What follows belongs to an exercise in optimizing a design on an open flow for small area, a short achievable clock period and few clock cycles; a production flow would make more cautious choices. Where RTL was checked, it was by simulation tests only, not by an equivalence proof against the original.

==> inputs of onyx <==
## jbd_bms_parser
module jbd_bms_parser (
    input  wire        clk,
    input  wire        rst,         
    input  wire        cmd_valid,
    input  wire [15:0] cmd_word,
    output wire        cmd_ready,
    input  wire [11:0] rd_addr,
    output wire [31:0] rd_data
);
clock: 10.0 ns
lec_check: 0
abc_area: 0
cap_margin: 20
core_margin: 2
core_utilization: 55
cts_cluster_diameter: 80
cts_cluster_size: 20
place_density: 0.7
setup_slack_margin: 4.0
slew_margin: 20
synth_hierarchical: 1
run.sh (not shown) runs the stock make flow with config.mk's settings and CLKGATE_MAP_FILE= SYNTH_SCRIPT=/design/flow/synth_recipe.tcl, a recipe that flattens the netlist after the stock synthesis.
==> inputs of fjord, as changes to onyx <==
--- a/flow/design.v
+++ b/flow/design.v
@@ -238,16 +238,28 @@
     end
     wire bi = (rec_kind == T_BASIC);
     wire cv = (rec_kind == T_CELLS);
     function [15:0] be16;
         input integer k;
         be16 = {sbuf[k], sbuf[k + 1]};
     endfunction
     wire [2:0] cv_count   = sbuf[3][3:1];    
+    reg [15:0] cells_csum;
+    always @(*) begin
+        case (cv_count)
+            3'd0:    cells_csum = be16(4);
+            3'd1:    cells_csum = be16(6);
+            3'd2:    cells_csum = be16(8);
+            3'd3:    cells_csum = be16(10);
+            3'd4:    cells_csum = be16(12);
+            3'd5:    cells_csum = be16(14);
+            default: cells_csum = be16(16);
+        endcase
+    end
     reg [15:0] diag_exp;
     always @(*) begin
         case (result)
             R_INCOMPLETE:   diag_exp = 16'd7;
             R_BAD_START:    diag_exp = 16'h00DD;
             R_BAD_END:      diag_exp = 16'h0077;
             R_LEN_MISMATCH: diag_exp = frame_len;
             R_CSUM:         diag_exp = csum_calc;
@@ -302,17 +314,17 @@
         for (a = 6'h10; a <= 6'h2A; a = a + 1)
             rcond[a] = bi;
         regv[6'h30] = {29'h0, cv_count};
         rcond[6'h30] = cv;
         for (a = 0; a < 6; a = a + 1) begin
             regv[6'h31 + a]  = {16'h0, be16(4 + 2*a)};
             rcond[6'h31 + a] = cv && (cv_count > a);
         end
-        regv[6'h37] = {16'h0, csum_rx};
+        regv[6'h37] = {16'h0, cells_csum};
         rcond[6'h37] = cv;
     end
     wire        c_win, c_hi, c_reg;
     wire [15:0] dlo, dhi;
     rd_addr_dec u_dec (.rd_addr(rd_addr), .c_win(c_win), .c_hi(c_hi), .c_reg(c_reg),
                        .dlo(dlo), .dhi(dhi));
     wire [3:0]  rslot = rd_addr[3:0] - phase;
     wire [15:0] dsl   = 16'h0001 << rslot;
@@ -343,57 +355,25 @@
         for (gs = 0; gs < 6; gs = gs + 1) begin : g_hpack
             assign hbv[8*gs +: 8] = hbuf[gs];
         end
     endgenerate
     wire [7:0] ws, wr, wh;
     aor16x8 u_ws (.d(sgv), .sel(dlo), .y(ws));
     aor16x8 u_wr (.d(rgv), .sel(dsl), .y(wr));
     aor6x8  u_wh (.d(hbv), .sel(dlo[5:0]), .y(wh));
-    function integer regw;      
-        input integer a;
-        begin
-            case (a)
-                6'h00, 6'h04, 6'h05, 6'h0B, 6'h0C:           regw = 16;
-                6'h01, 6'h08, 6'h09, 6'h0A:                  regw = 8;
-                6'h02:                                       regw = 4;
-                6'h03, 6'h07, 6'h0D, 6'h1D:                  regw = 2;
-                6'h06:                                       regw = 1;
-                6'h16:                                       regw = 32;
-                6'h30:                                       regw = 3;
-                default:
-                    if ((a >= 6'h10 && a <= 6'h15) || a == 6'h17 || (a >= 6'h1E && a <= 6'h20)
-                        || a == 6'h2A || (a >= 6'h31 && a <= 6'h37))
-                        regw = 16;
-                    else if ((a >= 6'h18 && a <= 6'h1C) || (a >= 6'h21 && a <= 6'h29))
-                        regw = 8;
-                    else
-                        regw = 0;
-            endcase
-        end
-    endfunction
     reg [63:0] rsel;
-    always @(*)
+    reg [31:0] rw;
+    always @(*) begin
         for (a = 0; a < 64; a = a + 1)
             rsel[a] = dlo[a & 15] & dhi[a >> 4] & rcond[a];
-    wire [31:0] rw;
-    genvar ga, gb;
-    generate
-        for (gb = 0; gb < 32; gb = gb + 1) begin : g_rw
-            wire [63:0] zr;
-            for (ga = 0; ga < 64; ga = ga + 1) begin : g_a
-                if (gb < regw(ga)) begin : g_t
-                    nand2m u (.s(rsel[ga]), .d(regv[ga][gb]), .z(zr[ga]));
-                end else begin : g_0
-                    assign zr[ga] = 1'b1;
-                end
-            end
-            assign rw[gb] = ~&zr;
-        end
-    endgenerate
+        rw = 32'h0000_0000;
+        for (a = 0; a < 64; a = a + 1)
+            rw = rw | ({32{rsel[a]}} & regv[a]);
+    end
     rd_or u_or (.c_win(c_win), .c_hi(c_hi), .c_reg(c_reg), .ws(ws), .wr(wr), .wh(wh), .rw(rw), .y(rd_data));
 endmodule
 module rd_addr_dec (
     input  wire [11:0] rd_addr,
     output wire        c_win,
     output wire        c_hi,
     output wire        c_reg,
     output wire [15:0] dlo,
@@ -401,72 +381,61 @@
 );
     wire top0 = (rd_addr[11:10] == 2'b00);
     assign c_reg = top0 && (rd_addr[9:6] == 4'b0000);
     assign c_win = top0 && (rd_addr[9:8] == 2'b01);
     assign c_hi  = top0 && (rd_addr[9:8] == 2'b10) && (rd_addr[7:3] == 5'd0);
     assign dlo   = 16'h0001 << rd_addr[3:0];
     assign dhi   = 16'h0001 << rd_addr[7:4];
 endmodule
-module rd_or (
-    input  wire        c_win,
-    input  wire        c_hi,
-    input  wire        c_reg,
-    input  wire [7:0]  ws,
-    input  wire [7:0]  wr,
-    input  wire [7:0]  wh,
-    input  wire [31:0] rw,
-    output wire [31:0] y
-);
-    assign y = {{24{c_reg}} & rw[31:8],
-                ({8{c_reg}} & rw[7:0]) | ({8{c_win}} & (ws | wr)) | ({8{c_hi}} & wh)};
-endmodule
-module nand2m (
-    input  wire s,
-    input  wire d,
-    output wire z
-);
-    assign z = ~(s & d);
-endmodule
-module aorx8 #(parameter N = 4) (
-    input  wire [8*N-1:0] d,
-    input  wire [N-1:0]   sel,
-    output wire [7:0]     y
-);
-    genvar b, k;
-    generate
-        for (b = 0; b < 8; b = b + 1) begin : g_b
-            wire [N-1:0] z;
-            for (k = 0; k < N; k = k + 1) begin : g_k
-                nand2m u (.s(sel[k]), .d(d[8*k + b]), .z(z[k]));
-            end
-            assign y[b] = ~&z;
-        end
-    endgenerate
-endmodule
 module aor4x8 (
     input  wire [31:0] d,
     input  wire [3:0]  sel,
     output wire [7:0]  y
 );
-    aorx8 #(.N(4)) u (.d(d), .sel(sel), .y(y));
+    assign y = ({8{sel[0]}} & d[7:0])   | ({8{sel[1]}} & d[15:8]) |
+               ({8{sel[2]}} & d[23:16]) | ({8{sel[3]}} & d[31:24]);
 endmodule
 module aor6x8 (
     input  wire [47:0] d,
     input  wire [5:0]  sel,
     output wire [7:0]  y
 );
-    aorx8 #(.N(6)) u (.d(d), .sel(sel), .y(y));
+    assign y = ({8{sel[0]}} & d[7:0])   | ({8{sel[1]}} & d[15:8]) |
+               ({8{sel[2]}} & d[23:16]) | ({8{sel[3]}} & d[31:24]) |
+               ({8{sel[4]}} & d[39:32]) | ({8{sel[5]}} & d[47:40]);
 endmodule
 module aor12x8 (
     input  wire [95:0] d,
     input  wire [11:0] sel,
     output wire [7:0]  y
 );
-    aorx8 #(.N(12)) u (.d(d), .sel(sel), .y(y));
+    wire [7:0] y0, y1, y2;
+    aor4x8 u0 (.d(d[31:0]),  .sel(sel[3:0]),  .y(y0));
+    aor4x8 u1 (.d(d[63:32]), .sel(sel[7:4]),  .y(y1));
+    aor4x8 u2 (.d(d[95:64]), .sel(sel[11:8]), .y(y2));
+    assign y = y0 | y1 | y2;
 endmodule
 module aor16x8 (
     input  wire [127:0] d,
     input  wire [15:0]  sel,
     output wire [7:0]   y
 );
-    aorx8 #(.N(16)) u (.d(d), .sel(sel), .y(y));
+    wire [7:0] y0, y1, y2, y3;
+    aor4x8 u0 (.d(d[31:0]),   .sel(sel[3:0]),   .y(y0));
+    aor4x8 u1 (.d(d[63:32]),  .sel(sel[7:4]),   .y(y1));
+    aor4x8 u2 (.d(d[95:64]),  .sel(sel[11:8]),  .y(y2));
+    aor4x8 u3 (.d(d[127:96]), .sel(sel[15:12]), .y(y3));
+    assign y = y0 | y1 | y2 | y3;
+endmodule
+module rd_or (
+    input  wire        c_win,
+    input  wire        c_hi,
+    input  wire        c_reg,
+    input  wire [7:0]  ws,
+    input  wire [7:0]  wr,
+    input  wire [7:0]  wh,
+    input  wire [31:0] rw,
+    output wire [31:0] y
+);
+    assign y = {{24{c_reg}} & rw[31:8],
+                ({8{c_reg}} & rw[7:0]) | ({8{c_win}} & (ws | wr)) | ({8{c_hi}} & wh)};
 endmodule
ABC_AREA = 1   (was 0)
SYNTH_HIERARCHICAL = not set   (was 1)
TNS_END_PERCENT = 30   (was not set)
==> inputs of yarrow, as changes to onyx <==
--- a/flow/design.v
+++ b/flow/design.v
@@ -343,57 +343,25 @@
         for (gs = 0; gs < 6; gs = gs + 1) begin : g_hpack
             assign hbv[8*gs +: 8] = hbuf[gs];
         end
     endgenerate
     wire [7:0] ws, wr, wh;
     aor16x8 u_ws (.d(sgv), .sel(dlo), .y(ws));
     aor16x8 u_wr (.d(rgv), .sel(dsl), .y(wr));
     aor6x8  u_wh (.d(hbv), .sel(dlo[5:0]), .y(wh));
-    function integer regw;      
-        input integer a;
-        begin
-            case (a)
-                6'h00, 6'h04, 6'h05, 6'h0B, 6'h0C:           regw = 16;
-                6'h01, 6'h08, 6'h09, 6'h0A:                  regw = 8;
-                6'h02:                                       regw = 4;
-                6'h03, 6'h07, 6'h0D, 6'h1D:                  regw = 2;
-                6'h06:                                       regw = 1;
-                6'h16:                                       regw = 32;
-                6'h30:                                       regw = 3;
-                default:
-                    if ((a >= 6'h10 && a <= 6'h15) || a == 6'h17 || (a >= 6'h1E && a <= 6'h20)
-                        || a == 6'h2A || (a >= 6'h31 && a <= 6'h37))
-                        regw = 16;
-                    else if ((a >= 6'h18 && a <= 6'h1C) || (a >= 6'h21 && a <= 6'h29))
-                        regw = 8;
-                    else
-                        regw = 0;
-            endcase
-        end
-    endfunction
     reg [63:0] rsel;
-    always @(*)
+    reg [31:0] rw;
+    always @(*) begin
         for (a = 0; a < 64; a = a + 1)
             rsel[a] = dlo[a & 15] & dhi[a >> 4] & rcond[a];
-    wire [31:0] rw;
-    genvar ga, gb;
-    generate
-        for (gb = 0; gb < 32; gb = gb + 1) begin : g_rw
-            wire [63:0] zr;
-            for (ga = 0; ga < 64; ga = ga + 1) begin : g_a
-                if (gb < regw(ga)) begin : g_t
-                    nand2m u (.s(rsel[ga]), .d(regv[ga][gb]), .z(zr[ga]));
-                end else begin : g_0
-                    assign zr[ga] = 1'b1;
-                end
-            end
-            assign rw[gb] = ~&zr;
-        end
-    endgenerate
+        rw = 32'h0000_0000;
+        for (a = 0; a < 64; a = a + 1)
+            rw = rw | ({32{rsel[a]}} & regv[a]);
+    end
     rd_or u_or (.c_win(c_win), .c_hi(c_hi), .c_reg(c_reg), .ws(ws), .wr(wr), .wh(wh), .rw(rw), .y(rd_data));
 endmodule
 module rd_addr_dec (
     input  wire [11:0] rd_addr,
     output wire        c_win,
     output wire        c_hi,
     output wire        c_reg,
     output wire [15:0] dlo,
SETUP_SLACK_MARGIN = 4.5   (was 4.0)
==> inputs of nickel, as changes to onyx <==
--- a/flow/design.v
+++ b/flow/design.v
@@ -343,57 +343,25 @@
         for (gs = 0; gs < 6; gs = gs + 1) begin : g_hpack
             assign hbv[8*gs +: 8] = hbuf[gs];
         end
     endgenerate
     wire [7:0] ws, wr, wh;
     aor16x8 u_ws (.d(sgv), .sel(dlo), .y(ws));
     aor16x8 u_wr (.d(rgv), .sel(dsl), .y(wr));
     aor6x8  u_wh (.d(hbv), .sel(dlo[5:0]), .y(wh));
-    function integer regw;      
-        input integer a;
-        begin
-            case (a)
-                6'h00, 6'h04, 6'h05, 6'h0B, 6'h0C:           regw = 16;
-                6'h01, 6'h08, 6'h09, 6'h0A:                  regw = 8;
-                6'h02:                                       regw = 4;
-                6'h03, 6'h07, 6'h0D, 6'h1D:                  regw = 2;
-                6'h06:                                       regw = 1;
-                6'h16:                                       regw = 32;
-                6'h30:                                       regw = 3;
-                default:
-                    if ((a >= 6'h10 && a <= 6'h15) || a == 6'h17 || (a >= 6'h1E && a <= 6'h20)
-                        || a == 6'h2A || (a >= 6'h31 && a <= 6'h37))
-                        regw = 16;
-                    else if ((a >= 6'h18 && a <= 6'h1C) || (a >= 6'h21 && a <= 6'h29))
-                        regw = 8;
-                    else
-                        regw = 0;
-            endcase
-        end
-    endfunction
     reg [63:0] rsel;
-    always @(*)
+    reg [31:0] rw;
+    always @(*) begin
         for (a = 0; a < 64; a = a + 1)
             rsel[a] = dlo[a & 15] & dhi[a >> 4] & rcond[a];
-    wire [31:0] rw;
-    genvar ga, gb;
-    generate
-        for (gb = 0; gb < 32; gb = gb + 1) begin : g_rw
-            wire [63:0] zr;
-            for (ga = 0; ga < 64; ga = ga + 1) begin : g_a
-                if (gb < regw(ga)) begin : g_t
-                    nand2m u (.s(rsel[ga]), .d(regv[ga][gb]), .z(zr[ga]));
-                end else begin : g_0
-                    assign zr[ga] = 1'b1;
-                end
-            end
-            assign rw[gb] = ~&zr;
-        end
-    endgenerate
+        rw = 32'h0000_0000;
+        for (a = 0; a < 64; a = a + 1)
+            rw = rw | ({32{rsel[a]}} & regv[a]);
+    end
     rd_or u_or (.c_win(c_win), .c_hi(c_hi), .c_reg(c_reg), .ws(ws), .wr(wr), .wh(wh), .rw(rw), .y(rd_data));
 endmodule
 module rd_addr_dec (
     input  wire [11:0] rd_addr,
     output wire        c_win,
     output wire        c_hi,
     output wire        c_reg,
     output wire [15:0] dlo,
==> impl_metrics.tcl <==
set metrics [dict create \
    nClkBuffers 155 \
    cts_setup_buffers 113 \
    ctsResizeCount 568 \
    outcome "finished clean" \
    grt.met3_usage_pct 9.125 \
]
The numbers above come from yarrow.

==> impl_metrics.tcl <==
set metrics [dict create \
    outcome "finished clean" \
    nClkBuffers 149 \
    ctsResizeCount 632 \
    htree_levels 4 \
    synth_compound_area_share_pct 12.26 \
    grt.met3_usage_pct 16.94 \
    largestRegisters "ring x1536, sbuf x512, hbuf x48" \
    nNetsFinal 7861 \
    cts.clk_slew.worst_paths_ps 80 \
]
The numbers above come from fjord.

==> impl_metrics.tcl <==
set metrics [dict create \
    nNetsFinal 7579 \
    outcome "finished clean" \
    dr.pass1.iters 9 \
    nClkBuffers 155 \
    ctsResizeCount 503 \
    cts_setup_buffers 113 \
]
The numbers above come from nickel.

==> impl_metrics.tcl <==
set metrics [dict create \
    max_stage_delay_ps 560 \
    cts_setup_buffers 88 \
    placed_area_um2 80170 \
    wl_per_cell_um 33.18 \
    grt.met3_usage_pct 13.18 \
    hold_viol_final 0 \
    outcome "finished clean" \
    top_layer_used "met5" \
    path_buf_inv 4 \
    synth_top_family_by_area "simple AND/OR/NAND/NOR gates" \
    p_seq_share_pct 59.2 \
]
The numbers above come from onyx.

Testbench counts of fjord, summed over its fixed seeds: cycles 10,075.
Testbench counts of yarrow, summed over its fixed seeds: cycles 10,075.
Testbench counts of nickel, summed over its fixed seeds: cycles 10,075.
Function not checked in onyx: the RTL went through the layout flow alone.

re-timing with driven ports:
No port has a modelled driver above. Below, the same layouts with a new extraction and two added sets of constraints.
Step 1 sets driving cells, clkbuf_16 on the clock port and buf_2 on the other inputs (assumed; they add their load-dependent delay and slew).
Step 2 moves the port delays by t, midway between the first and last clock arrival at a register: inputs arrive t later, outputs are due t later. That takes back most of the time a late clock gives input paths.
Slacks: ideal / step 1 / step 2; pairs: ideal / step 1.
run | shift t [ns] | setup slack, ns | latest minus earliest clock arrival (ns) | cell pins on the clock port's net
onyx | 0.905 | 2.926 / 2.891 / 2.891 | 0.043 / 0.043 | 1
fjord | 0.918 | 2.880 / 2.779 / 2.779 | 0.070 / 0.070 | 1
yarrow | 0.879 | 2.963 / 2.902 / 2.902 | 0.052 / 0.051 | 1
nickel | 0.881 | 3.032 / 2.912 / 2.912 | 0.053 / 0.052 | 1
After both steps every run listed still meets setup and hold. For nickel, which loses most, drivers alone change the setup slack by -0.120 ns; drivers and shift together by -0.120 ns.
